Context: an optimization exercise on an open-source flow, tuned for small area, a short achievable clock period and few clock cycles per item. The choices shown serve that exercise and are no tape-out recipe. No run shown here included a check of the RTL's function; only the layout flow was run. Power and IR drop assume default switching activity.

## flow/design.v (module list and top-level ports; edited modules follow where they fit)
// module sce_line_filter: 191 lines
// module sce_sum_a: 634 lines
// module sce_sum_b: 98 lines
// module sce_div: 255 lines
module sce_line_filter (
    input  wire        clk,
    input  wire        rst,         
    input  wire        start,
    input  wire [15:0] len,         
    input  wire [31:0] radius,      
    input  wire        fp_mode,     
    output wire        idle,
    input  wire        in_valid,
    input  wire [31:0] in_data,
    output wire        in_ready,
    output reg         out_valid,
    output reg  [31:0] out_data,
    input  wire        out_ready
);
  // ...
==> flow/flow/run.sh <==
#!/bin/bash
# Standard layout with three changes:
#  - port buffers are buf_2 cells (the default pick is a slow delay buffer);
#  - after the standard synthesis, polopt.py picks the polarity of each full
#    adder (a full adder inverted on all inputs gives inverted outputs) so as
#    to drop most inverters between adders;
#  - portsize.py gives the flip-flops that drive output ports a stronger
#    drive (same cell, dfxtp_1 -> dfxtp_4).
# Registers keep their names and cell types.
set -euo pipefail
ARGS=(BUFFER_PORTS_ARGS="-buffer_cell sky130_fd_sc_hd__buf_2")
bash standard.sh "${ARGS[@]}" synth > synth.log 2>&1
R=orfs/results/${FLOW_PLATFORM:-sky130hd}/sce_line_filter/base
cp $R/1_2_yosys.v synth_standard.v
python3 flow/polopt.py synth_standard.v synth_polopt.v > polopt.log 2>&1
python3 flow/portsize.py synth_polopt.v $R/1_2_yosys.v > portsize.log 2>&1
touch $R/1_2_yosys.v
bash standard.sh "${ARGS[@]}" finish > finish.log 2>&1
==> flow/flow/polopt.py <==
#!/usr/bin/env python3
"""Remove inverters around full adders in a Yosys-written sky130 netlist.

A full adder is self-dual: inverting its three inputs inverts both outputs.
For every fa cell we may therefore choose to feed it the complements of its
logical inputs, in which case its output nets carry the complements of its
logical outputs. This script chooses those polarities (greedy local search)
to minimise the inverters needed between cells, rewires the loads and drops
inverters left without loads. Registers and every other cell are kept as
they are; only which polarity of a signal feeds a pin changes.

usage: polopt.py IN.v OUT.v
"""
import re
import sys
from collections import defaultdict

OUT_PINS = {"X", "Y", "Q", "Q_N", "SUM", "COUT", "HI", "LO", "GCLK"}
INV_RE = re.compile(r"sky130_fd_sc_hd__(inv|clkinv)_\d+$")
FA_RE = re.compile(r"sky130_fd_sc_hd__fa_\d+$")

def main(src, dst):
    text = open(src).read()
    # one module only
    m = re.search(r"\bmodule\s+(\S+)\s*\(", text)
    body_start = text.index(";", m.end()) + 1
    end = text.rindex("endmodule")
    inst_re = re.compile(r"^\s*(sky130_fd_sc_hd__\w+)\s+(\S+)\s*\((.*?)\);\s*$", re.S | re.M)
    cells = []
    spans = []
    for mm in inst_re.finditer(text, body_start, end):
        typ, name, conns = mm.group(1), mm.group(2), mm.group(3)
        pins = []
        for pm in re.finditer(r"\.(\w+)\(\s*((?:\\\S+\s)|[^()]*?)\s*\)", conns):
            pins.append([pm.group(1), pm.group(2).strip()])
        cells.append({"type": typ, "name": name, "pins": pins})
        spans.append((mm.start(), mm.end()))
    # text outside instances: declarations and assigns
    other = []
    prev = body_start
    for (a, b) in spans:
        other.append(text[prev:a])
        prev = b
    other.append(text[prev:end])
    other_text = "".join(other)
    # nets referenced outside cell instances (ports, assigns) are pinned
    ident_re = re.compile(r"\\\S+\s|[A-Za-z_][A-Za-z0-9_$]*(?:\s*\[\d+\])?")

    driver = {}
    loads = defaultdict(list)
    for ci, c in enumerate(cells):
        for pi, (p, n) in enumerate(c["pins"]):
            if p in OUT_PINS:
                driver[n] = (ci, p)
            else:
                loads[n].append((ci, pi))

    is_inv = [bool(INV_RE.match(c["type"])) for c in cells]
    is_fa = [bool(FA_RE.match(c["type"])) for c in cells]

    def pin(ci, p):
        for q, n in cells[ci]["pins"]:
            if q == p:
                return n
        return None

    # nets used in assigns or as ports: treat as external loads
    assign_nets = set()
    for line in other_text.splitlines():
        s = line.strip()
        if s.startswith("assign"):
            for tok in ident_re.findall(s[6:]):
                assign_nets.add(tok.strip())
    port_names = set()
    for line in other_text.splitlines():
        s = line.strip()
        mm2 = re.match(r"(input|output|inout)\s+(?:\[[^\]]*\]\s*)?(\S+);", s)
        if mm2:
            port_names.add(mm2.group(2))

    def external(n):
        base = re.sub(r"\s*\[\d+\]$", "", n)
        return n in assign_nets or base in assign_nets or base in port_names or n in port_names

    def root(n):
        par = 0
        seen = 0
        while n in driver and is_inv[driver[n][0]] and seen < 50:
            n = pin(driver[n][0], "A")
            par ^= 1
            seen += 1
        return n, par

    # FA output root nets
    fa_of = {}
    for ci, c in enumerate(cells):
        if is_fa[ci]:
            for p in ("SUM", "COUT"):
                n = pin(ci, p)
                fa_of[n] = ci
    # FAs whose outputs reach something external (through inverters) are fixed
    fixed = set()

    # managed loads: (ci, pi, root, parity)
    managed = []
    for ci, c in enumerate(cells):
        if is_inv[ci]:
            continue
        for pi, (p, n) in enumerate(c["pins"]):
            if p in OUT_PINS:
                continue
            r, par = root(n)
            if r in fa_of or is_fa[ci]:
                managed.append((ci, pi, r, par))
    # roots of FA outputs: check every net in their inverter trees for external use
    def tree_nets(r):
        out = [r]
        stack = [r]
        while stack:
            n = stack.pop()
            for (ci, pi) in loads.get(n, []):
                if is_inv[ci]:
                    y = pin(ci, "Y")
                    out.append(y)
                    stack.append(y)
        return out
    for r, f in fa_of.items():
        for n in tree_nets(r):
            if external(n):
                fixed.add(f)
    # inverted versions of non-FA roots that stay for unmanaged loads
    managed_set = set((ci, pi) for (ci, pi, r, par) in managed)
    keep_inv = {}   # root -> existing inverter output net kept anyway
    for n, ls in loads.items():
        pass
    for ci, c in enumerate(cells):
        if not is_inv[ci]:
            continue
        y = pin(ci, "Y")
        r, par = root(y)
        if r in fa_of or par != 1:
            continue
        # does y have an unmanaged load (or external use)?
        unm = external(y) or any((lci, lpi) not in managed_set and not is_inv[lci] for (lci, lpi) in loads.get(y, []))
        if unm:
            keep_inv[r] = y

    flip = [0] * len(cells)
    by_root = defaultdict(list)
    for k, (ci, pi, r, par) in enumerate(managed):
        by_root[r].append(k)
    fa_roots = defaultdict(set)   # fa -> roots it touches
    for k, (ci, pi, r, par) in enumerate(managed):
        if is_fa[ci]:
            fa_roots[ci].add(r)
        if r in fa_of:
            fa_roots[fa_of[r]].add(r)

    def need(k):
        ci, pi, r, par = managed[k]
        v = par
        if r in fa_of:
            v ^= flip[fa_of[r]]
        if is_fa[ci]:
            v ^= flip[ci]
        return v

    def root_cost(r):
        if any(need(k) for k in by_root[r]):
            return 0 if (r not in fa_of and r in keep_inv) else 1
        return 0

    def cost_of(rs):
        return sum(root_cost(r) for r in rs)

    before = sum(root_cost(r) for r in by_root)
    # parity constraints along fa -> fa connections, solved by BFS
    adj = defaultdict(list)
    for k, (ci, pi, r, par) in enumerate(managed):
        if is_fa[ci] and r in fa_of:
            u = fa_of[r]
            adj[u].append((ci, par))
            adj[ci].append((u, par))
    seen = set()
    conflicts = 0
    for s0 in range(len(cells)):
        if not is_fa[s0] or s0 in seen or s0 in fixed:
            continue
        seen.add(s0)
        queue = [s0]
        while queue:
            u = queue.pop()
            for (v, par) in adj[u]:
                want = flip[u] ^ par
                if v in seen:
                    conflicts += flip[v] != want
                    continue
                if v in fixed:
                    continue
                seen.add(v)
                flip[v] = want
                queue.append(v)
    bfs_cost = sum(root_cost(r) for r in by_root)
    # keep the better of the two starting points
    if bfs_cost > before:
        flip = [0] * len(cells)
    improved = True
    it = 0
    while improved and it < 50:
        improved = False
        it += 1
        for f in range(len(cells)):
            if not is_fa[f] or f in fixed:
                continue
            rs = fa_roots[f]
            c0 = cost_of(rs)
            flip[f] ^= 1
            c1 = cost_of(rs)
            if c1 < c0:
                improved = True
            else:
                flip[f] ^= 1
    # simulated annealing from the greedy result (fixed seed: reproducible)
    import math, random
    rng = random.Random(1)
    fas = [f for f in range(len(cells)) if is_fa[f] and f not in fixed]
    cur = sum(root_cost(r) for r in by_root)
    best, best_flip = cur, list(flip)
    steps = 60 * len(fas)
    for step in range(steps):
        temp = 0.6 * (1 - step / steps) + 0.02
        f = fas[rng.randrange(len(fas))]
        rs = fa_roots[f]
        c0 = cost_of(rs)
        flip[f] ^= 1
        d = cost_of(rs) - c0
        if d <= 0 or rng.random() < math.exp(-d / temp):
            cur += d
            if cur < best:
                best, best_flip = cur, list(flip)
        else:
            flip[f] ^= 1
    flip[:] = best_flip
    after = sum(root_cost(r) for r in by_root)
    n_inv_before = sum(is_inv)

    # rewire
    new_inv = {}
    new_cells = []
    cnt = [0]
    def inv_net(r):
        if r in keep_inv and r not in fa_of:
            return keep_inv[r]
        if r not in new_inv:
            cnt[0] += 1
            y = f"polinv_n{cnt[0]}"
            new_inv[r] = y
            new_cells.append({"type": "sky130_fd_sc_hd__inv_1", "name": f"polinv_{cnt[0]}",
                              "pins": [["A", r], ["Y", y]]})
        return new_inv[r]
    for k, (ci, pi, r, par) in enumerate(managed):
        cells[ci]["pins"][pi][1] = inv_net(r) if need(k) else r
    # drop inverters without loads (iterate)
    alive = [True] * len(cells)
    while True:
        used = defaultdict(int)
        for ci, c in enumerate(cells):
            if not alive[ci]:
                continue
            for p, n in c["pins"]:
                if p not in OUT_PINS:
                    used[n] += 1
        for c in new_cells:
            used[c["pins"][0][1]] += 1
        changed = False
        for ci, c in enumerate(cells):
            if alive[ci] and is_inv[ci]:
                y = pin(ci, "Y")
                if used[y] == 0 and not external(y):
                    alive[ci] = False
                    changed = True
        if not changed:
            break
    n_inv_after = sum(1 for ci in range(len(cells)) if alive[ci] and is_inv[ci]) + len(new_cells)

    def emit(c):
        pins = ",\n".join(f"    .{p}({n}{' ' if n.startswith(chr(92)) else ''})" for p, n in c["pins"])
        return f"  {c['type']} {c['name']} (\n{pins}\n  );\n"
    decls = "".join(f"  wire {c['pins'][1][1]};\n" for c in new_cells)
    out = [text[:body_start], other[0], decls]
    for ci, c in enumerate(cells):
        if alive[ci]:
            out.append(emit(c))
        out.append(other[ci + 1] if ci + 1 < len(other) - 1 else "")
    out.append("".join(emit(c) for c in new_cells))
    out.append(other[-1])
    out.append(text[end:])
    open(dst, "w").write("".join(out))
    print(f"polopt: bfs conflicts {conflicts
    print(f"polopt: fa {sum(is_fa)}, fixed {len(fixed)}, flipped {sum(flip)}, "
          f"inverter roots {before} -> {after}, inverters {n_inv_before} -> {n_inv_after}")

if __name__ == "__main__":
    main(sys.argv[1], sys.argv[2])
==> flow/flow/portsize.py <==
#!/usr/bin/env python3
"""Give the plain flip-flops that drive output ports directly the strongest
drive of their cell (dfxtp_1 -> dfxtp_4). usage: portsize.py IN.v OUT.v"""
import re, sys
text = open(sys.argv[1]).read()
outs = set()
for m in re.finditer(r"^\s*output\s+(?:\[[^\]]*\]\s*)?(\S+);", text, re.M):
    outs.add(m.group(1))
def fix(m):
    typ, name, conns = m.group(1), m.group(2), m.group(3)
    q = re.search(r"\.Q\(\s*([^()\s]+)\s*\)", conns)
    if typ == "sky130_fd_sc_hd__dfxtp_1" and q and q.group(1) in outs:
        print("upsized", name, "->", q.group(1))
        return m.group(0).replace("sky130_fd_sc_hd__dfxtp_1", "sky130_fd_sc_hd__dfxtp_4", 1)
    return m.group(0)
text = re.sub(r"(sky130_fd_sc_hd__\w+)\s+(\S+)\s*\((.*?)\);", fix, text, flags=re.S)
open(sys.argv[2], "w").write(text)
==> flow/standard.sh <==
#!/bin/bash
# synth_recipe.tcl (not shown) runs the flow's synth.tcl, then flattens the netlist and writes it again
# the make line also repeats each setting of config.mk as NAME=value (left out here)
make -C /OpenROAD-flow-scripts/flow DESIGN_CONFIG=/design/flow/config.mk WORK_HOME=/design/flow/orfs CLKGATE_MAP_FILE= SYNTH_SCRIPT=/design/flow/synth_recipe.tcl "${@:-finish}"
==> flow/config.mk <==
export PLATFORM = sky130hd
export DESIGN_NAME = sce_line_filter
export DESIGN_NICKNAME = sce_line_filter
export VERILOG_FILES = /design/flow/design.v
export SDC_FILE = /design/flow/constraint.sdc
export NUM_CORES = 4
export LEC_CHECK = 0
export CAP_MARGIN = 20
export CORE_MARGIN = 2
export CORE_UTILIZATION = 40
export SLEW_MARGIN = 20
==> flow/constraint.sdc <==
create_clock -name core_clock -period 20.0 [get_ports {clk}]
set_input_delay 4.0000 -clock core_clock [delete_from_list [all_inputs] [get_ports {clk}]]
set_output_delay 4.0000 -clock core_clock [all_outputs]
set_load 0.01 [all_outputs]
==> impl_results.md, run 1 <==
* Largest register FFs at 512
* Wl on met1 at around 67 mm
* Mapped Area at just under 0.07 mm2
* DP Area at between 0.07 and 0.08 mm2
* Comb power frac at 0.588
* # hold bufs at CTS at 0
* Top routing layer in use: met5
* CTS tree: done
* Number of global-route vias before repair at roughly 40000
* Vias per cell at approximately 5
* Drt total wl at ~160 mm
* First-pass DRT Iterations at 7
* Most frequent cells in the layout: 1180 x fa_1, 947 x edfxtp_1, 656 x inv_1
* I/O pins at between 100 and 150
* Fmax at ~0.18 GHz
* Gr usage total at 0.189
* Status: finished clean
* Largest class: multi-input combinational cells
* Taps Inserted at around 2200
* Max Slew Vio Count at 0
* Critical path peak fanout at 1
* Num CTS Buffers at 110
* Final worst path period share at 0.275
* Seq group at between 0.003 and 0.004 W
* Critical path class: reg2out
* Pwr Density at ~170 mW/mm2
* Worst EP arrival at ~1.5 ns
* Invs w/o clock at around 660
* Psw at between 0.005 and 0.006 W
* Met1 usage at 0.255
* CP Buf/Inv Count at 1
==> module sce_line_filter, before the edit <==
module sce_line_filter (
    input  wire        clk,
    input  wire        rst,         
    input  wire        start,
    input  wire [15:0] len,         
    input  wire [31:0] radius,      
    input  wire        fp_mode,     
    output wire        idle,
    input  wire        in_valid,
    input  wire [31:0] in_data,
    output wire        in_ready,
    output reg         out_valid,
    output reg  [31:0] out_data,
    input  wire        out_ready
);
    reg        busy;       
    reg [15:0] rem;        
    reg [15:0] pos;        
    reg [15:0] rad;        
    reg        nofast;     
    reg        rdy;        
    reg        nrdy;       
    reg        idle_r;     
    assign idle     = idle_r;
    assign in_ready = rdy;
    wire take   = start && !busy && (len != 16'd0);
    wire accept = in_valid && !nrdy;
    wire last   = (rem == 16'd1);
    wire fast_w = !nofast && (rad < pos) && (rad < rem);
    reg [31:0] in_d;
    reg        in_v, in_f, in_fs;
    reg        tail;       
    reg [31:0] w [0:15];
    reg [15:0] wf;         
    reg [7:0]  wv;         
    reg [7:0]  wfs;        
    reg        stall;      
    wire flush = !in_v && tail && (wv != 8'd0);
    wire sh    = !stall && (in_v || flush);
    wire inv_n = accept || (in_v && stall);
    wire [15:0] wf_n  = sh ? {wf[14:0], in_v && in_f} : wf;
    wire [7:0]  wv_n  = sh ? {wv[6:0], in_v} : wv;
    wire        inf_n = accept ? (pos == 16'd0) : in_f;
    wire        fs_n  = sh ? wfs[6] : wfs[7];
    wire [16:0] m_n;
    reg  [16:0] m;
    assign m_n[8] = 1'b1;
    genvar k;
    generate
        for (k = 1; k <= 8; k = k + 1) begin : g_mask
            assign m_n[8 - k] = !fs_n && !(|wf_n[7 + k - 1 : 7]);
            if (k < 8) begin : g_y
                assign m_n[8 + k] = !fs_n && wv_n[7 - k] && !(|wf_n[6 : 7 - k]);
            end else begin : g_y8
                assign m_n[16] = !fs_n && inv_n && !inf_n && !(|wf_n[6 : 0]);
            end
        end
    endgenerate
    wire [31:0] tap [0:16];
    generate
        for (k = 0; k < 16; k = k + 1) begin : g_tap
            assign tap[k] = w[15 - k] & {32{m[k]}};
        end
    endgenerate
    assign tap[16] = in_d & {32{m[16]}};
    localparam integer ND = 53;
    reg  [4*ND-1:0] ra;
    reg             ra_v, ra_fs;
    wire [4*ND-1:0] sa_n;
    genvar c;
    generate
        for (c = 0; c < 4; c = c + 1) begin : g_sa
            wire [ND-1:0] dd;
            wire [7:0]    x8 = tap[8][31 - 8*c -: 8];
            sce_sum_a u_sum (
                .x0 (tap[0][31 - 8*c -: 8]),  .x1 (tap[1][31 - 8*c -: 8]),
                .x2 (tap[2][31 - 8*c -: 8]),  .x3 (tap[3][31 - 8*c -: 8]),
                .x4 (tap[4][31 - 8*c -: 8]),  .x5 (tap[5][31 - 8*c -: 8]),
                .x6 (tap[6][31 - 8*c -: 8]),  .x7 (tap[7][31 - 8*c -: 8]),
                .x8 (x8),                     .x9 (tap[9][31 - 8*c -: 8]),
                .x10(tap[10][31 - 8*c -: 8]), .x11(tap[11][31 - 8*c -: 8]),
                .x12(tap[12][31 - 8*c -: 8]), .x13(tap[13][31 - 8*c -: 8]),
                .x14(tap[14][31 - 8*c -: 8]), .x15(tap[15][31 - 8*c -: 8]),
                .x16(tap[16][31 - 8*c -: 8]),
                .fs(wfs[7]),
                .d(dd)
            );
            assign sa_n[ND*c +: ND] = dd;
        end
    endgenerate
    reg  [67:0] rb;
    reg         rb_v, rb_fs;
    wire [67:0] sb_n;
    generate
        for (c = 0; c < 4; c = c + 1) begin : g_sb
            sce_sum_b u_sumb (.d(ra[ND*c +: ND]), .s2(sb_n[17*c +: 17]));
        end
    endgenerate
    wire [31:0] res;
    generate
        for (c = 0; c < 4; c = c + 1) begin : g_sc
            wire [7:0] q;
            sce_div u_div (.a(rb[17*c +: 17]), .q(q));
            assign res[31 - 8*c -: 8] = rb_fs ? rb[17*c + 5 +: 8] : q;
        end
    endgenerate
    reg        e1_v;
    reg [31:0] e1_d;
    wire push  = !stall && rb_v;
    reg  e0_empty;         
    wire efree = e0_empty || out_ready;
    wire ov_n  = efree ? (e1_v || push) : 1'b1;
    wire e1v_n = efree ? (e1_v && push) : (e1_v || push);
    wire rav_n = stall ? ra_v : (sh && wv[7]);
    wire rbv_n = stall ? rb_v : ra_v;
    wire stall_n = ov_n && e1v_n && rbv_n;
    integer i;
    always @(posedge clk) begin
        if (!in_v || !stall)
            in_d <= in_data;
        if (accept) begin
            in_f  <= (pos == 16'd0);
            in_fs <= fast_w;
        end
        if (sh) begin
            for (i = 15; i > 0; i = i - 1)
                w[i] <= w[i-1];
            w[0] <= in_d;
            wf   <= wf_n;
            wfs  <= {wfs[6:0], in_fs};
        end
        m <= m_n;
        if (!stall) begin
            ra    <= sa_n;
            ra_fs <= wfs[7];
            rb    <= sb_n;
            rb_fs <= ra_fs;
        end
        if (efree)
            out_data <= e1_v ? e1_d : res;
        if (efree || !e1_v)
            e1_d <= res;
        if (!busy) begin
            rem    <= len;
            rad    <= radius[15:0];
            nofast <= fp_mode || (radius[31:16] != 16'd0);
        end else if (accept) begin
            rem <= rem - 16'd1;
        end
        if (!busy)
            pos <= 16'd0;
        else if (accept)
            pos <= pos + 16'd1;
        if (rst) begin
            busy      <= 1'b0;
            idle_r    <= 1'b1;
            rdy       <= 1'b0;
            nrdy      <= 1'b1;
            in_v      <= 1'b0;
            tail      <= 1'b1;
            wv        <= 8'd0;
            ra_v      <= 1'b0;
            rb_v      <= 1'b0;
            out_valid <= 1'b0;
            e0_empty  <= 1'b1;
            e1_v      <= 1'b0;
            stall     <= 1'b0;
        end else begin
            if (take) begin
                busy   <= 1'b1;
                idle_r <= 1'b0;
            end else if (accept && last) begin
                busy   <= 1'b0;
                idle_r <= 1'b1;
            end
            rdy  <=   (take || (busy && !(accept && last))) && (!inv_n || !stall_n);
            nrdy <= !((take || (busy && !(accept && last))) && (!inv_n || !stall_n));
            in_v <= inv_n;
            if (accept)
                tail <= last;
            if (sh)
                wv <= {wv[6:0], in_v};
            ra_v      <= rav_n;
            rb_v      <= rbv_n;
            out_valid <= ov_n;
            e0_empty  <= !ov_n;
            e1_v      <= e1v_n;
            stall     <= stall_n;
        end
    end
endmodule
==> run 2: changes to the inputs <==
--- a/flow/design.v
+++ b/flow/design.v
@@ -14,50 +14,47 @@
     input  wire        out_ready
 );
     reg        busy;       
     reg [15:0] rem;        
     reg [15:0] pos;        
     reg [15:0] rad;        
     reg        nofast;     
     reg        rdy;        
-    reg        nrdy;       
-    reg        idle_r;     
-    assign idle     = idle_r;
+    assign idle     = !busy;
     assign in_ready = rdy;
     wire take   = start && !busy && (len != 16'd0);
-    wire accept = in_valid && !nrdy;
+    wire accept = in_valid && rdy;
     wire last   = (rem == 16'd1);
     wire fast_w = !nofast && (rad < pos) && (rad < rem);
     reg [31:0] in_d;
     reg        in_v, in_f, in_fs;
     reg        tail;       
     reg [31:0] w [0:15];
     reg [15:0] wf;         
     reg [7:0]  wv;         
     reg [7:0]  wfs;        
     reg        stall;      
     wire flush = !in_v && tail && (wv != 8'd0);
     wire sh    = !stall && (in_v || flush);
     wire inv_n = accept || (in_v && stall);
     wire [15:0] wf_n  = sh ? {wf[14:0], in_v && in_f} : wf;
     wire [7:0]  wv_n  = sh ? {wv[6:0], in_v} : wv;
     wire        inf_n = accept ? (pos == 16'd0) : in_f;
-    wire        fs_n  = sh ? wfs[6] : wfs[7];
     wire [16:0] m_n;
     reg  [16:0] m;
     assign m_n[8] = 1'b1;
     genvar k;
     generate
         for (k = 1; k <= 8; k = k + 1) begin : g_mask
-            assign m_n[8 - k] = !fs_n && !(|wf_n[7 + k - 1 : 7]);
+            assign m_n[8 - k] = !(|wf_n[7 + k - 1 : 7]);
             if (k < 8) begin : g_y
-                assign m_n[8 + k] = !fs_n && wv_n[7 - k] && !(|wf_n[6 : 7 - k]);
+                assign m_n[8 + k] = wv_n[7 - k] && !(|wf_n[6 : 7 - k]);
             end else begin : g_y8
-                assign m_n[16] = !fs_n && inv_n && !inf_n && !(|wf_n[6 : 0]);
+                assign m_n[16] = inv_n && !inf_n && !(|wf_n[6 : 0]);
             end
         end
     endgenerate
     wire [31:0] tap [0:16];
     generate
         for (k = 0; k < 16; k = k + 1) begin : g_tap
             assign tap[k] = w[15 - k] & {32{m[k]}};
         end
@@ -65,55 +62,106 @@
     assign tap[16] = in_d & {32{m[16]}};
     localparam integer ND = 53;
     reg  [4*ND-1:0] ra;
     reg             ra_v, ra_fs;
     wire [4*ND-1:0] sa_n;
     genvar c;
     generate
         for (c = 0; c < 4; c = c + 1) begin : g_sa
-            wire [ND-1:0] dd;
+            wire [ND-1:0] dd, da;
             wire [7:0]    x8 = tap[8][31 - 8*c -: 8];
             sce_sum_a u_sum (
                 .x0 (tap[0][31 - 8*c -: 8]),  .x1 (tap[1][31 - 8*c -: 8]),
                 .x2 (tap[2][31 - 8*c -: 8]),  .x3 (tap[3][31 - 8*c -: 8]),
                 .x4 (tap[4][31 - 8*c -: 8]),  .x5 (tap[5][31 - 8*c -: 8]),
                 .x6 (tap[6][31 - 8*c -: 8]),  .x7 (tap[7][31 - 8*c -: 8]),
                 .x8 (x8),                     .x9 (tap[9][31 - 8*c -: 8]),
                 .x10(tap[10][31 - 8*c -: 8]), .x11(tap[11][31 - 8*c -: 8]),
                 .x12(tap[12][31 - 8*c -: 8]), .x13(tap[13][31 - 8*c -: 8]),
                 .x14(tap[14][31 - 8*c -: 8]), .x15(tap[15][31 - 8*c -: 8]),
                 .x16(tap[16][31 - 8*c -: 8]),
-                .fs(wfs[7]),
                 .d(dd)
             );
-            assign sa_n[ND*c +: ND] = dd;
+            assign da[0] = !wfs[7] && dd[0];
+            assign da[1] = !wfs[7] && dd[1];
+            assign da[2] = wfs[7] ? x8[0] : dd[2];
+            assign da[3] = !wfs[7] && dd[3];
+            assign da[4] = wfs[7] ? x8[1] : dd[4];
+            assign da[5] = wfs[7] ? x8[2] : dd[5];
+            assign da[6] = !wfs[7] && dd[6];
+            assign da[7] = wfs[7] ? x8[3] : dd[7];
+            assign da[8] = !wfs[7] && dd[8];
+            assign da[9] = wfs[7] ? x8[4] : dd[9];
+            assign da[10] = !wfs[7] && dd[10];
+            assign da[11] = !wfs[7] && dd[11];
+            assign da[12] = wfs[7] ? x8[5] : dd[12];
+            assign da[13] = !wfs[7] && dd[13];
+            assign da[14] = !wfs[7] && dd[14];
+            assign da[15] = !wfs[7] && dd[15];
+            assign da[16] = wfs[7] ? x8[6] : dd[16];
+            assign da[17] = !wfs[7] && dd[17];
+            assign da[18] = !wfs[7] && dd[18];
+            assign da[19] = !wfs[7] && dd[19];
+            assign da[20] = wfs[7] ? x8[7] : dd[20];
+            assign da[21] = !wfs[7] && dd[21];
+            assign da[22] = !wfs[7] && dd[22];
+            assign da[23] = !wfs[7] && dd[23];
+            assign da[24] = !wfs[7] && dd[24];
+            assign da[25] = !wfs[7] && dd[25];
+            assign da[26] = !wfs[7] && dd[26];
+            assign da[27] = !wfs[7] && dd[27];
+            assign da[28] = !wfs[7] && dd[28];
+            assign da[29] = !wfs[7] && dd[29];
+            assign da[30] = !wfs[7] && dd[30];
+            assign da[31] = !wfs[7] && dd[31];
+            assign da[32] = !wfs[7] && dd[32];
+            assign da[33] = !wfs[7] && dd[33];
+            assign da[34] = !wfs[7] && dd[34];
+            assign da[35] = !wfs[7] && dd[35];
+            assign da[36] = !wfs[7] && dd[36];
+            assign da[37] = !wfs[7] && dd[37];
+            assign da[38] = !wfs[7] && dd[38];
+            assign da[39] = !wfs[7] && dd[39];
+            assign da[40] = !wfs[7] && dd[40];
+            assign da[41] = !wfs[7] && dd[41];
+            assign da[42] = !wfs[7] && dd[42];
+            assign da[43] = !wfs[7] && dd[43];
+            assign da[44] = !wfs[7] && dd[44];
+            assign da[45] = !wfs[7] && dd[45];
+            assign da[46] = !wfs[7] && dd[46];
+            assign da[47] = !wfs[7] && dd[47];
+            assign da[48] = !wfs[7] && dd[48];
+            assign da[49] = !wfs[7] && dd[49];
+            assign da[50] = !wfs[7] && dd[50];
+            assign da[51] = !wfs[7] && dd[51];
+            assign da[52] = !wfs[7] && dd[52];
+            assign sa_n[ND*c +: ND] = da;
         end
     endgenerate
     reg  [67:0] rb;
     reg         rb_v, rb_fs;
     wire [67:0] sb_n;
     generate
         for (c = 0; c < 4; c = c + 1) begin : g_sb
             sce_sum_b u_sumb (.d(ra[ND*c +: ND]), .s2(sb_n[17*c +: 17]));
         end
     endgenerate
     wire [31:0] res;
     generate
         for (c = 0; c < 4; c = c + 1) begin : g_sc
             wire [7:0] q;
             sce_div u_div (.a(rb[17*c +: 17]), .q(q));
-            assign res[31 - 8*c -: 8] = rb_fs ? rb[17*c + 5 +: 8] : q;
+            assign res[31 - 8*c -: 8] = rb_fs ? rb[17*c +: 8] : q;
         end
     endgenerate
     reg        e1_v;
     reg [31:0] e1_d;
     wire push  = !stall && rb_v;
-    reg  e0_empty;         
-    wire efree = e0_empty || out_ready;
+    wire efree = !out_valid || out_ready;
     wire ov_n  = efree ? (e1_v || push) : 1'b1;
     wire e1v_n = efree ? (e1_v && push) : (e1_v || push);
     wire rav_n = stall ? ra_v : (sh && wv[7]);
     wire rbv_n = stall ? rb_v : ra_v;
     wire stall_n = ov_n && e1v_n && rbv_n;
     integer i;
     always @(posedge clk) begin
         if (!in_v || !stall)
@@ -135,71 +183,61 @@
             ra_fs <= wfs[7];
             rb    <= sb_n;
             rb_fs <= ra_fs;
         end
         if (efree)
             out_data <= e1_v ? e1_d : res;
         if (efree || !e1_v)
             e1_d <= res;
-        if (!busy) begin
+        if (take) begin
             rem    <= len;
             rad    <= radius[15:0];
             nofast <= fp_mode || (radius[31:16] != 16'd0);
         end else if (accept) begin
             rem <= rem - 16'd1;
         end
-        if (!busy)
+        if (take)
             pos <= 16'd0;
         else if (accept)
             pos <= pos + 16'd1;
         if (rst) begin
             busy      <= 1'b0;
-            idle_r    <= 1'b1;
             rdy       <= 1'b0;
-            nrdy      <= 1'b1;
             in_v      <= 1'b0;
             tail      <= 1'b1;
             wv        <= 8'd0;
             ra_v      <= 1'b0;
             rb_v      <= 1'b0;
             out_valid <= 1'b0;
-            e0_empty  <= 1'b1;
             e1_v      <= 1'b0;
             stall     <= 1'b0;
         end else begin
-            if (take) begin
-                busy   <= 1'b1;
-                idle_r <= 1'b0;
-            end else if (accept && last) begin
-                busy   <= 1'b0;
-                idle_r <= 1'b1;
-            end
-            rdy  <=   (take || (busy && !(accept && last))) && (!inv_n || !stall_n);
-            nrdy <= !((take || (busy && !(accept && last))) && (!inv_n || !stall_n));
+            if (take)
+                busy <= 1'b1;
+            else if (accept && last)
+                busy <= 1'b0;
+            rdy <= (take || (busy && !(accept && last))) && (!inv_n || !stall_n);
             in_v <= inv_n;
             if (accept)
                 tail <= last;
             if (sh)
                 wv <= {wv[6:0], in_v};
             ra_v      <= rav_n;
             rb_v      <= rbv_n;
             out_valid <= ov_n;
-            e0_empty  <= !ov_n;
             e1_v      <= e1v_n;
             stall     <= stall_n;
         end
     end
 endmodule
 module sce_sum_a (
     input  wire [7:0] x0, x1, x2, x3, x4, x5, x6, x7, x8, x9, x10, x11, x12, x13, x14, x15, x16,
-    input  wire       fs,
     output wire [52:0] d
 );
-    wire [7:0] x8g = x8 & {8{!fs}};
     wire ss_1 = x7[0] ^ x9[0];
     wire ss_2 = x7[0] & x9[0];
     wire ss_3 = ~(~x7[1] ^ x9[1] ^ ss_2);
     wire ss_4 = ~((~x7[1] & ~x9[1]) | (~x7[1] & ~ss_2) | (~x9[1] & ~ss_2));
     wire ss_5 = ~(~x7[2] ^ x9[2] ^ ss_4);
     wire ss_6 = ~((~x7[2] & ~x9[2]) | (~x7[2] & ~ss_4) | (~x9[2] & ~ss_4));
     wire ss_7 = ~(~x7[3] ^ x9[3] ^ ss_6);
     wire ss_8 = ~((~x7[3] & ~x9[3]) | (~x7[3] & ~ss_6) | (~x9[3] & ~ss_6));
@@ -436,18 +474,18 @@
     wire ss_239 = ~(~ss_119 ^ ss_224 ^ ss_152);
     wire ss_240 = ~((~ss_119 & ~ss_224) | (~ss_119 & ~ss_152) | (~ss_224 & ~ss_152));
     wire ss_241 = ~(~ss_172 ^ ss_192 ^ ss_226);
     wire ss_242 = ~((~ss_172 & ~ss_192) | (~ss_172 & ~ss_226) | (~ss_192 & ~ss_226));
     wire ss_243 = ~(~ss_235 ^ ss_228 ^ ss_237);
     wire ss_244 = ~((~ss_235 & ~ss_228) | (~ss_235 & ~ss_237) | (~ss_228 & ~ss_237));
     wire ss_245 = ~(~ss_239 ^ ss_241 ^ ss_230);
     wire ss_246 = ~((~ss_239 & ~ss_241) | (~ss_239 & ~ss_230) | (~ss_241 & ~ss_230));
-    wire ss_247 = ~(~1'b1 ^ x8g[0] ^ ss_9);
-    wire ss_248 = ~((~1'b1 & ~x8g[0]) | (~1'b1 & ~ss_9) | (~x8g[0] & ~ss_9));
+    wire ss_247 = ~(~1'b1 ^ x8[0] ^ ss_9);
+    wire ss_248 = ~((~1'b1 & ~x8[0]) | (~1'b1 & ~ss_9) | (~x8[0] & ~ss_9));
     wire ss_249 = ~(~ss_1 ^ ss_97 ^ ss_121);
     wire ss_250 = ~((~ss_1 & ~ss_97) | (~ss_1 & ~ss_121) | (~ss_97 & ~ss_121));
     wire ss_251 = ~(~ss_153 ^ ss_173 ^ ss_179);
     wire ss_252 = ~((~ss_153 & ~ss_173) | (~ss_153 & ~ss_179) | (~ss_173 & ~ss_179));
     wire ss_253 = ~(~ss_193 ^ ss_19 ^ ss_115);
     wire ss_254 = ~((~ss_193 & ~ss_19) | (~ss_193 & ~ss_115) | (~ss_19 & ~ss_115));
     wire ss_255 = ~(~ss_200 ^ ss_247 ^ ss_249);
     wire ss_256 = ~((~ss_200 & ~ss_247) | (~ss_200 & ~ss_249) | (~ss_247 & ~ss_249));
@@ -464,18 +502,18 @@
     wire ss_267 = ~(~ss_236 ^ ss_259 ^ ss_261);
     wire ss_268 = ~((~ss_236 & ~ss_259) | (~ss_236 & ~ss_261) | (~ss_259 & ~ss_261));
     wire ss_269 = ~(~ss_238 ^ ss_263 ^ ss_240);
     wire ss_270 = ~((~ss_238 & ~ss_263) | (~ss_238 & ~ss_240) | (~ss_263 & ~ss_240));
     wire ss_271 = ~(~ss_242 ^ ss_265 ^ ss_267);
     wire ss_272 = ~((~ss_242 & ~ss_265) | (~ss_242 & ~ss_267) | (~ss_265 & ~ss_267));
     wire ss_273 = ~(~ss_244 ^ ss_269 ^ ss_271);
     wire ss_274 = ~((~ss_244 & ~ss_269) | (~ss_244 & ~ss_271) | (~ss_269 & ~ss_271));
-    wire ss_275 = ~(~x8g[1] ^ ss_65 ^ ss_81);
-    wire ss_276 = ~((~x8g[1] & ~ss_65) | (~x8g[1] & ~ss_81) | (~ss_65 & ~ss_81));
+    wire ss_275 = ~(~x8[1] ^ ss_65 ^ ss_81);
+    wire ss_276 = ~((~x8[1] & ~ss_65) | (~x8[1] & ~ss_81) | (~ss_65 & ~ss_81));
     wire ss_277 = ~(~ss_143 ^ ss_11 ^ ss_3);
     wire ss_278 = ~((~ss_143 & ~ss_11) | (~ss_143 & ~ss_3) | (~ss_11 & ~ss_3));
     wire ss_279 = ~(~ss_99 ^ ss_123 ^ ss_154);
     wire ss_280 = ~((~ss_99 & ~ss_123) | (~ss_99 & ~ss_154) | (~ss_123 & ~ss_154));
     wire ss_281 = ~(~ss_174 ^ ss_180 ^ ss_194);
     wire ss_282 = ~((~ss_174 & ~ss_180) | (~ss_174 & ~ss_194) | (~ss_180 & ~ss_194));
     wire ss_283 = ~(~ss_248 ^ ss_250 ^ ss_275);
     wire ss_284 = ~((~ss_248 & ~ss_250) | (~ss_248 & ~ss_275) | (~ss_250 & ~ss_275));
@@ -494,18 +532,18 @@
     wire ss_297 = ~(~ss_289 ^ ss_262 ^ ss_264);
     wire ss_298 = ~((~ss_289 & ~ss_262) | (~ss_289 & ~ss_264) | (~ss_262 & ~ss_264));
     wire ss_299 = ~(~ss_291 ^ ss_266 ^ ss_293);
     wire ss_300 = ~((~ss_291 & ~ss_266) | (~ss_291 & ~ss_293) | (~ss_266 & ~ss_293));
     wire ss_301 = ~(~ss_295 ^ ss_268 ^ ss_297);
     wire ss_302 = ~((~ss_295 & ~ss_268) | (~ss_295 & ~ss_297) | (~ss_268 & ~ss_297));
     wire ss_303 = ~(~ss_270 ^ ss_299 ^ ss_272);
     wire ss_304 = ~((~ss_270 & ~ss_299) | (~ss_270 & ~ss_272) | (~ss_299 & ~ss_272));
-    wire ss_305 = ~(~1'b1 ^ x8g[2] ^ x8[0]);
-    wire ss_306 = ~((~1'b1 & ~x8g[2]) | (~1'b1 & ~x8[0]) | (~x8g[2] & ~x8[0]));
+    wire ss_305 = ~(~1'b1 ^ x8[2] ^ x8[0]);
+    wire ss_306 = ~((~1'b1 & ~x8[2]) | (~1'b1 & ~x8[0]) | (~x8[2] & ~x8[0]));
     wire ss_307 = ~(~ss_1 ^ ss_17 ^ ss_33);
     wire ss_308 = ~((~ss_1 & ~ss_17) | (~ss_1 & ~ss_33) | (~ss_17 & ~ss_33));
     wire ss_309 = ~(~ss_49 ^ ss_73 ^ ss_133);
     wire ss_310 = ~((~ss_49 & ~ss_73) | (~ss_49 & ~ss_133) | (~ss_73 & ~ss_133));
     wire ss_311 = ~(~ss_163 ^ ss_305 ^ ss_67);
     wire ss_312 = ~((~ss_163 & ~ss_305) | (~ss_163 & ~ss_67) | (~ss_305 & ~ss_67));
     wire ss_313 = ~(~ss_83 ^ ss_144 ^ ss_276);
     wire ss_314 = ~((~ss_83 & ~ss_144) | (~ss_83 & ~ss_276) | (~ss_144 & ~ss_276));
@@ -532,18 +570,18 @@
     wire ss_335 = ~(~ss_292 ^ ss_325 ^ ss_327);
     wire ss_336 = ~((~ss_292 & ~ss_325) | (~ss_292 & ~ss_327) | (~ss_325 & ~ss_327));
     wire ss_337 = ~(~ss_294 ^ ss_329 ^ ss_296);
     wire ss_338 = ~((~ss_294 & ~ss_329) | (~ss_294 & ~ss_296) | (~ss_329 & ~ss_296));
     wire ss_339 = ~(~ss_331 ^ ss_333 ^ ss_298);
     wire ss_340 = ~((~ss_331 & ~ss_333) | (~ss_331 & ~ss_298) | (~ss_333 & ~ss_298));
     wire ss_341 = ~(~ss_335 ^ ss_300 ^ ss_337);
     wire ss_342 = ~((~ss_335 & ~ss_300) | (~ss_335 & ~ss_337) | (~ss_300 & ~ss_337));
-    wire ss_343 = ~(~1'b1 ^ x8g[3] ^ x8[1]);
-    wire ss_344 = ~((~1'b1 & ~x8g[3]) | (~1'b1 & ~x8[1]) | (~x8g[3] & ~x8[1]));
+    wire ss_343 = ~(~1'b1 ^ x8[3] ^ x8[1]);
+    wire ss_344 = ~((~1'b1 & ~x8[3]) | (~1'b1 & ~x8[1]) | (~x8[3] & ~x8[1]));
     wire ss_345 = ~(~ss_25 ^ ss_121 ^ ss_203);
     wire ss_346 = ~((~ss_25 & ~ss_121) | (~ss_25 & ~ss_203) | (~ss_121 & ~ss_203));
     wire ss_347 = ~(~ss_306 ^ ss_343 ^ ss_3);
     wire ss_348 = ~((~ss_306 & ~ss_343) | (~ss_306 & ~ss_3) | (~ss_343 & ~ss_3));
     wire ss_349 = ~(~ss_19 ^ ss_35 ^ ss_51);
     wire ss_350 = ~((~ss_19 & ~ss_35) | (~ss_19 & ~ss_51) | (~ss_35 & ~ss_51));
     wire ss_351 = ~(~ss_75 ^ ss_134 ^ ss_164);
     wire ss_352 = ~((~ss_75 & ~ss_134) | (~ss_75 & ~ss_164) | (~ss_134 & ~ss_164));
@@ -574,18 +612,18 @@
     wire ss_377 = ~(~ss_365 ^ ss_367 ^ ss_369);
     wire ss_378 = ~((~ss_365 & ~ss_367) | (~ss_365 & ~ss_369) | (~ss_367 & ~ss_369));
     wire ss_379 = ~(~ss_332 ^ ss_334 ^ ss_371);
     wire ss_380 = ~((~ss_332 & ~ss_334) | (~ss_332 & ~ss_371) | (~ss_334 & ~ss_371));
     wire ss_381 = ~(~ss_336 ^ ss_373 ^ ss_375);
     wire ss_382 = ~((~ss_336 & ~ss_373) | (~ss_336 & ~ss_375) | (~ss_373 & ~ss_375));
     wire ss_383 = ~(~ss_338 ^ ss_377 ^ ss_379);
     wire ss_384 = ~((~ss_338 & ~ss_377) | (~ss_338 & ~ss_379) | (~ss_377 & ~ss_379));
-    wire ss_385 = ~(~1'b1 ^ x8g[4] ^ x8[2]);
-    wire ss_386 = ~((~1'b1 & ~x8g[4]) | (~1'b1 & ~x8[2]) | (~x8g[4] & ~x8[2]));
+    wire ss_385 = ~(~1'b1 ^ x8[4] ^ x8[2]);
+    wire ss_386 = ~((~1'b1 & ~x8[4]) | (~1'b1 & ~x8[2]) | (~x8[4] & ~x8[2]));
     wire ss_387 = ~(~ss_9 ^ ss_105 ^ ss_183);
     wire ss_388 = ~((~ss_9 & ~ss_105) | (~ss_9 & ~ss_183) | (~ss_105 & ~ss_183));
     wire ss_389 = ~(~ss_344 ^ ss_385 ^ ss_27);
     wire ss_390 = ~((~ss_344 & ~ss_385) | (~ss_344 & ~ss_27) | (~ss_385 & ~ss_27));
     wire ss_391 = ~(~ss_123 ^ ss_204 ^ ss_346);
     wire ss_392 = ~((~ss_123 & ~ss_204) | (~ss_123 & ~ss_346) | (~ss_204 & ~ss_346));
     wire ss_393 = ~(~ss_387 ^ ss_5 ^ ss_21);
     wire ss_394 = ~((~ss_387 & ~ss_5) | (~ss_387 & ~ss_21) | (~ss_5 & ~ss_21));
@@ -618,18 +656,18 @@
     wire ss_421 = ~(~ss_411 ^ ss_372 ^ ss_374);
     wire ss_422 = ~((~ss_411 & ~ss_372) | (~ss_411 & ~ss_374) | (~ss_372 & ~ss_374));
     wire ss_423 = ~(~ss_413 ^ ss_376 ^ ss_415);
     wire ss_424 = ~((~ss_413 & ~ss_376) | (~ss_413 & ~ss_415) | (~ss_376 & ~ss_415));
     wire ss_425 = ~(~ss_417 ^ ss_378 ^ ss_419);
     wire ss_426 = ~((~ss_417 & ~ss_378) | (~ss_417 & ~ss_419) | (~ss_378 & ~ss_419));
     wire ss_427 = ~(~ss_380 ^ ss_421 ^ ss_382);
     wire ss_428 = ~((~ss_380 & ~ss_421) | (~ss_380 & ~ss_382) | (~ss_421 & ~ss_382));
-    wire ss_429 = ~(~1'b1 ^ x8g[5] ^ x8[3]);
-    wire ss_430 = ~((~1'b1 & ~x8g[5]) | (~1'b1 & ~x8[3]) | (~x8g[5] & ~x8[3]));
+    wire ss_429 = ~(~1'b1 ^ x8[5] ^ x8[3]);
+    wire ss_430 = ~((~1'b1 & ~x8[5]) | (~1'b1 & ~x8[3]) | (~x8[5] & ~x8[3]));
     wire ss_431 = ~(~ss_73 ^ ss_89 ^ ss_386);
     wire ss_432 = ~((~ss_73 & ~ss_89) | (~ss_73 & ~ss_386) | (~ss_89 & ~ss_386));
     wire ss_433 = ~(~ss_429 ^ ss_11 ^ ss_107);
     wire ss_434 = ~((~ss_429 & ~ss_11) | (~ss_429 & ~ss_107) | (~ss_11 & ~ss_107));
     wire ss_435 = ~(~ss_184 ^ ss_388 ^ ss_431);
     wire ss_436 = ~((~ss_184 & ~ss_388) | (~ss_184 & ~ss_431) | (~ss_388 & ~ss_431));
     wire ss_437 = ~(~ss_29 ^ ss_125 ^ ss_390);
     wire ss_438 = ~((~ss_29 & ~ss_125) | (~ss_29 & ~ss_390) | (~ss_125 & ~ss_390));
@@ -656,18 +694,18 @@
     wire ss_459 = ~(~ss_449 ^ ss_414 ^ ss_451);
     wire ss_460 = ~((~ss_449 & ~ss_414) | (~ss_449 & ~ss_451) | (~ss_414 & ~ss_451));
     wire ss_461 = ~(~ss_416 ^ ss_453 ^ ss_418);
     wire ss_462 = ~((~ss_416 & ~ss_453) | (~ss_416 & ~ss_418) | (~ss_453 & ~ss_418));
     wire ss_463 = ~(~ss_420 ^ ss_455 ^ ss_457);
     wire ss_464 = ~((~ss_420 & ~ss_455) | (~ss_420 & ~ss_457) | (~ss_455 & ~ss_457));
     wire ss_465 = ~(~ss_422 ^ ss_459 ^ ss_424);
     wire ss_466 = ~((~ss_422 & ~ss_459) | (~ss_422 & ~ss_424) | (~ss_459 & ~ss_424));
-    wire ss_467 = ~(~x8g[6] ^ x8[4] ^ ss_9);
-    wire ss_468 = ~((~x8g[6] & ~x8[4]) | (~x8g[6] & ~ss_9) | (~x8[4] & ~ss_9));
+    wire ss_467 = ~(~x8[6] ^ x8[4] ^ ss_9);
+    wire ss_468 = ~((~x8[6] & ~x8[4]) | (~x8[6] & ~ss_9) | (~x8[4] & ~ss_9));
     wire ss_469 = ~(~ss_25 ^ ss_41 ^ ss_57);
     wire ss_470 = ~((~ss_25 & ~ss_41) | (~ss_25 & ~ss_57) | (~ss_41 & ~ss_57));
     wire ss_471 = ~(~ss_430 ^ ss_75 ^ ss_91);
     wire ss_472 = ~((~ss_430 & ~ss_75) | (~ss_430 & ~ss_91) | (~ss_75 & ~ss_91));
     wire ss_473 = ~(~ss_467 ^ ss_469 ^ ss_432);
     wire ss_474 = ~((~ss_467 & ~ss_469) | (~ss_467 & ~ss_432) | (~ss_469 & ~ss_432));
     wire ss_475 = ~(~ss_13 ^ ss_109 ^ ss_434);
     wire ss_476 = ~((~ss_13 & ~ss_109) | (~ss_13 & ~ss_434) | (~ss_109 & ~ss_434));
@@ -692,18 +730,18 @@
     wire ss_495 = ~(~ss_487 ^ ss_452 ^ ss_454);
     wire ss_496 = ~((~ss_487 & ~ss_452) | (~ss_487 & ~ss_454) | (~ss_452 & ~ss_454));
     wire ss_497 = ~(~ss_489 ^ ss_456 ^ ss_458);
     wire ss_498 = ~((~ss_489 & ~ss_456) | (~ss_489 & ~ss_458) | (~ss_456 & ~ss_458));
     wire ss_499 = ~(~ss_491 ^ ss_493 ^ ss_460);
     wire ss_500 = ~((~ss_491 & ~ss_493) | (~ss_491 & ~ss_460) | (~ss_493 & ~ss_460));
     wire ss_501 = ~(~ss_495 ^ ss_462 ^ ss_464);
     wire ss_502 = ~((~ss_495 & ~ss_462) | (~ss_495 & ~ss_464) | (~ss_462 & ~ss_464));
-    wire ss_503 = ~(~x8g[7] ^ x8[5] ^ ss_11);
-    wire ss_504 = ~((~x8g[7] & ~x8[5]) | (~x8g[7] & ~ss_11) | (~x8[5] & ~ss_11));
+    wire ss_503 = ~(~x8[7] ^ x8[5] ^ ss_11);
+    wire ss_504 = ~((~x8[7] & ~x8[5]) | (~x8[7] & ~ss_11) | (~x8[5] & ~ss_11));
     wire ss_505 = ~(~ss_27 ^ ss_43 ^ ss_59);
     wire ss_506 = ~((~ss_27 & ~ss_43) | (~ss_27 & ~ss_59) | (~ss_43 & ~ss_59));
     wire ss_507 = ~(~ss_468 ^ ss_470 ^ ss_77);
     wire ss_508 = ~((~ss_468 & ~ss_470) | (~ss_468 & ~ss_77) | (~ss_470 & ~ss_77));
     wire ss_509 = ~(~ss_93 ^ ss_472 ^ ss_503);
     wire ss_510 = ~((~ss_93 & ~ss_472) | (~ss_93 & ~ss_503) | (~ss_472 & ~ss_503));
     wire ss_511 = ~(~ss_505 ^ ss_474 ^ ss_32);
     wire ss_512 = ~((~ss_505 & ~ss_474) | (~ss_505 & ~ss_32) | (~ss_474 & ~ss_32));
==> flow/run.sh (new file) <==
#!/bin/bash
# synth_recipe.tcl (not shown) runs the flow's synth.tcl, then flattens the netlist and writes it again
# the make line also repeats each setting of config.mk as NAME=value (left out here)
make -C /OpenROAD-flow-scripts/flow DESIGN_CONFIG=/design/flow/config.mk WORK_HOME=/design/flow/orfs CLKGATE_MAP_FILE= SYNTH_SCRIPT=/design/flow/synth_recipe.tcl finish
removed: flow/flow/run.sh
removed: flow/flow/polopt.py
removed: flow/flow/portsize.py
removed: flow/standard.sh
==> impl_results.md, run 2 <==
* Async SR Flop Fraction at 0
* CP Cell Sequence: clkdlybuf4s50_1 > nor4_1 > nand4_1 > nand2_1 > clkinv_1 > buf_4 > nand2_1 > o21ai_0
* Buffers on Ports at between 100 and 150
* Area contributors post-synth: edfxtp_1 39%, fa_1 33%, inv_1 7.9%
* Die width at roughly 430 um
* Post-synth net total at around 7300
* Gr usage total at 0.188 (-0.00147)
* CP required at between 20 and 25 ns
* Initial antenna violation count at 3
* Tmin final at 5.83 ns
* Number of synthesized flops with an enable pin at 947
* RSZ-0062 raised after global routing: no
* Num CTS Buffers at 112 (+1.8%)
* Die Y at approximately 430 um
* Final hold violations at 0
* Root buffer cell: clkbuf_16
* Mapped Area at 0.0721 mm2 (+6.6%)
* Pwr Density at 171 mW/mm2 (-0.62%)
* Nets@finish at between 7000 and 8000
* Initial Util at 0.403
* Clock transition at path regs at approximately 0.06 ns
* Status: finished clean
* Worst-skew pair later-pin latency at 0.80 ns
* Primary FF master, synth: edfxtp_1
* Synth Warn # at 3
* Most frequent cells in the layout: 1522 x inv_1, 1172 x fa_1, 947 x edfxtp_1
* # hold bufs at CTS at 0 (unchanged)
* Post-CTS setup buffer count at 0
* Critical Path End Type: register
* Overflow after GRT at 0
* I/O pins at 121 (unchanged)
* Cell with the largest stage delay on the worst path: clkinv_1
* Largest net degree at the start of global routing at about 180
* Largest stage delay, worst path at slightly below 0.5 ns
* Synth unique cells at 68
* DR vias at 40200
* Most common cell after layout, fill and taps aside: inv_1
* Worst EP arrival at 6.29 ns (+4.80 ns)
* Actual slew at the worst max-slew pin at approximately 1.1 ns
* Met3 WL at 12.3 mm
* P_leak at about 34 nW
* First-pass GRT wire length at 262 mm
* Seq/Total Area, Yosys at 0.408
* Most common cell in the synthesized netlist: inv_1
* Post-route ant nets at 0
* Final RePlAce weighted congestion at 0.924
* Vias per cell at 4.81 (-2.3%)
* Wl on met1 at 82.5 mm (+23%)
* Post-Syn Area per Cell at between 10 and 15 um2
* Gates resized, CTS repair at 0
* Synth top area share at 0.394
* Critical path peak fanout at 44 (+43)
* Drt total wl at 170 mm (+8.2%)
* Layout area overhead at 10.8%
* CTS H-tree depth at 3
* Max Slew Vio Count at 0 (unchanged)
* Die ar. at between 0.15 and 0.2 mm2
* Hold Path Class: reg2reg
* Cell mode on critical path: nand2_1
* Top routing layer in use: met5
* Max clock buf depth at 3
* Slew headroom at 0.237
* Final worst path period share at 0.292 (+0.0171)
* First-pass DRT Iterations at 5 (-2)
* Post-detail-place hpwl at 135 mm
* Clk sinks at roughly 1000
* Worst ir drop on vdd at around 210 uV
* Drc violations at 0
* Startpoint types: primary input
* Final Util at 0.447
* Antenna cells at 0
* Number of global-route vias before repair at 43500 (+9.8%)
* WL met2 at 72.4 mm
* DRT iter0 DRCs at between 3000 and 4000
* Routed WL per cell at 20.4 um
* Max-Cap Viols at 0
* Largest registers: w (512), ra (212), rb (68)
* # setup viols final at 0
* Critical path class: in2reg
* Setup TNS at 0 ns
* CTS tree: done
* Top reg by flops: w
* Core Box Area at about 0.18 mm2
* Largest register FFs at 512 (unchanged)
* Synth Instances at roughly 5700
* Area leader, netlist: edfxtp_1
* Yosys reg bits at 997
* Commonest cells in the netlist: 1523 x inv_1, 1172 x fa_1, 947 x edfxtp_1
* Clock skew at 0.0880 ns
* # rows at roughly 160
* Fmax at 0.171 GHz (-5.9%)
* Layout cells sized above 1 at 0.0415
-- run 2: worst paths after layout --
check | from | to | slack (ns) | cells past startpoint
worst min register to register | w[0][0] | w[1][0] | 0.38 | 0
worst max register to register | m[15] | ra[134] | 14.75 | 13
worst min-delay path | w[0][0] | w[1][0] | 0.38 | 0
worst max-delay path | len[11] | rem[5] | 14.17 | 8
-- run 2: worst max-delay path, delay by kind of cell --
family	cells	cell delay (ns)
buffers and inverters	3	1.34
and+or+nand+nor	4	0.83
AOI/OAI and AO/OA	1	0.09
-- run 2: layer usage --
layer  up-vias  global-route usage
li1      18000                   -
met1     20800               0.290
met2      1217               0.276
met3       166              0.0350
met4         4              0.0395
met5         -                   0
-- run 2: logic make-up after synthesis --
kind of cell,Yosys count,share of synthesized area
compound gates,327,0.0282
xor+xnor,122,0.0148
fa+ha+maj,1470,0.377
buf+inv,1620,0.0843
flops,997,0.408
mux,54,0.00810
simple gates,1137,0.0791
-- run 2: layout make-up --
type,instances,area [um2]
clock buffer,139,3000
clock inverter,70,691
fill,16400,98900
inverter,1526,5740
multi-input combinational,3110,36600
sequential,997,29400
tap,2355,2950
timing repair buffer,151,1470
-- run 2: power breakdown --
| group | leakage (nW) | total [W] | switching [W] | internal (W) |
|---|---|---|---|---|
| sequential | 9.77 | 0.00311 | 0.000267 | 0.00285 |
| combinational | 22.7 | 0.00845 | 0.00485 | 0.00361 |
| clock | 1.75 | 0.00206 | 0.000916 | 0.00114 |
| total | 34.2 | 0.0136 | 0.00603 | 0.00759 |
-- run 2: stage by stage --
stage | hold slack, ns | setup slack (ns) | cell area [um2] | instances | power (W)
floorplan | 0.400 | 5.56 | 72100 | 5727 | 0.00942
global placement | 0.401 | 13.33 | 76100 | 8138 | 0.0114
detailed placement | 0.406 | 13.37 | 76200 | 8138 | 0.0116
CTS | 0.367 | 14.07 | 79800 | 8347 | 0.0137
global route | 0.364 | 13.88 | 79900 | 8348 | 0.0151
finish | 0.379 | 14.17 | 79900 | 8348 | 0.0136

[port drivers added, routing unchanged]
No port has a modelled driver above. Below, the same layouts with a new extraction and two added sets of constraints. Step 1 sets driving cells, clkbuf_16 on the clock port and buf_2 on the other inputs (assumed; they add their load-dependent delay and slew). Step 2 also shifts input and output timing later by t, the mid clock arrival at the registers, as if the neighbouring blocks saw the same clock. Three values: ideal, step 1, step 2; two values: the first two.
| run | t, ns | setup WS [ns] | clock arrival spread, ns | cell pins on the clock port's net |
|---|---|---|---|---|
| run 1 | 0.779 | 14.509 / 14.440 / 14.326 | 0.058 / 0.058 | 1 |
| run 2 | 0.837 | 14.166 / 14.127 / 13.392 | 0.092 / 0.093 | 1 |
After both steps setup and hold are still met in every run listed. The setup slack of run 2, which loses most, moves by -0.039 ns with the drivers and by -0.774 ns with both steps.
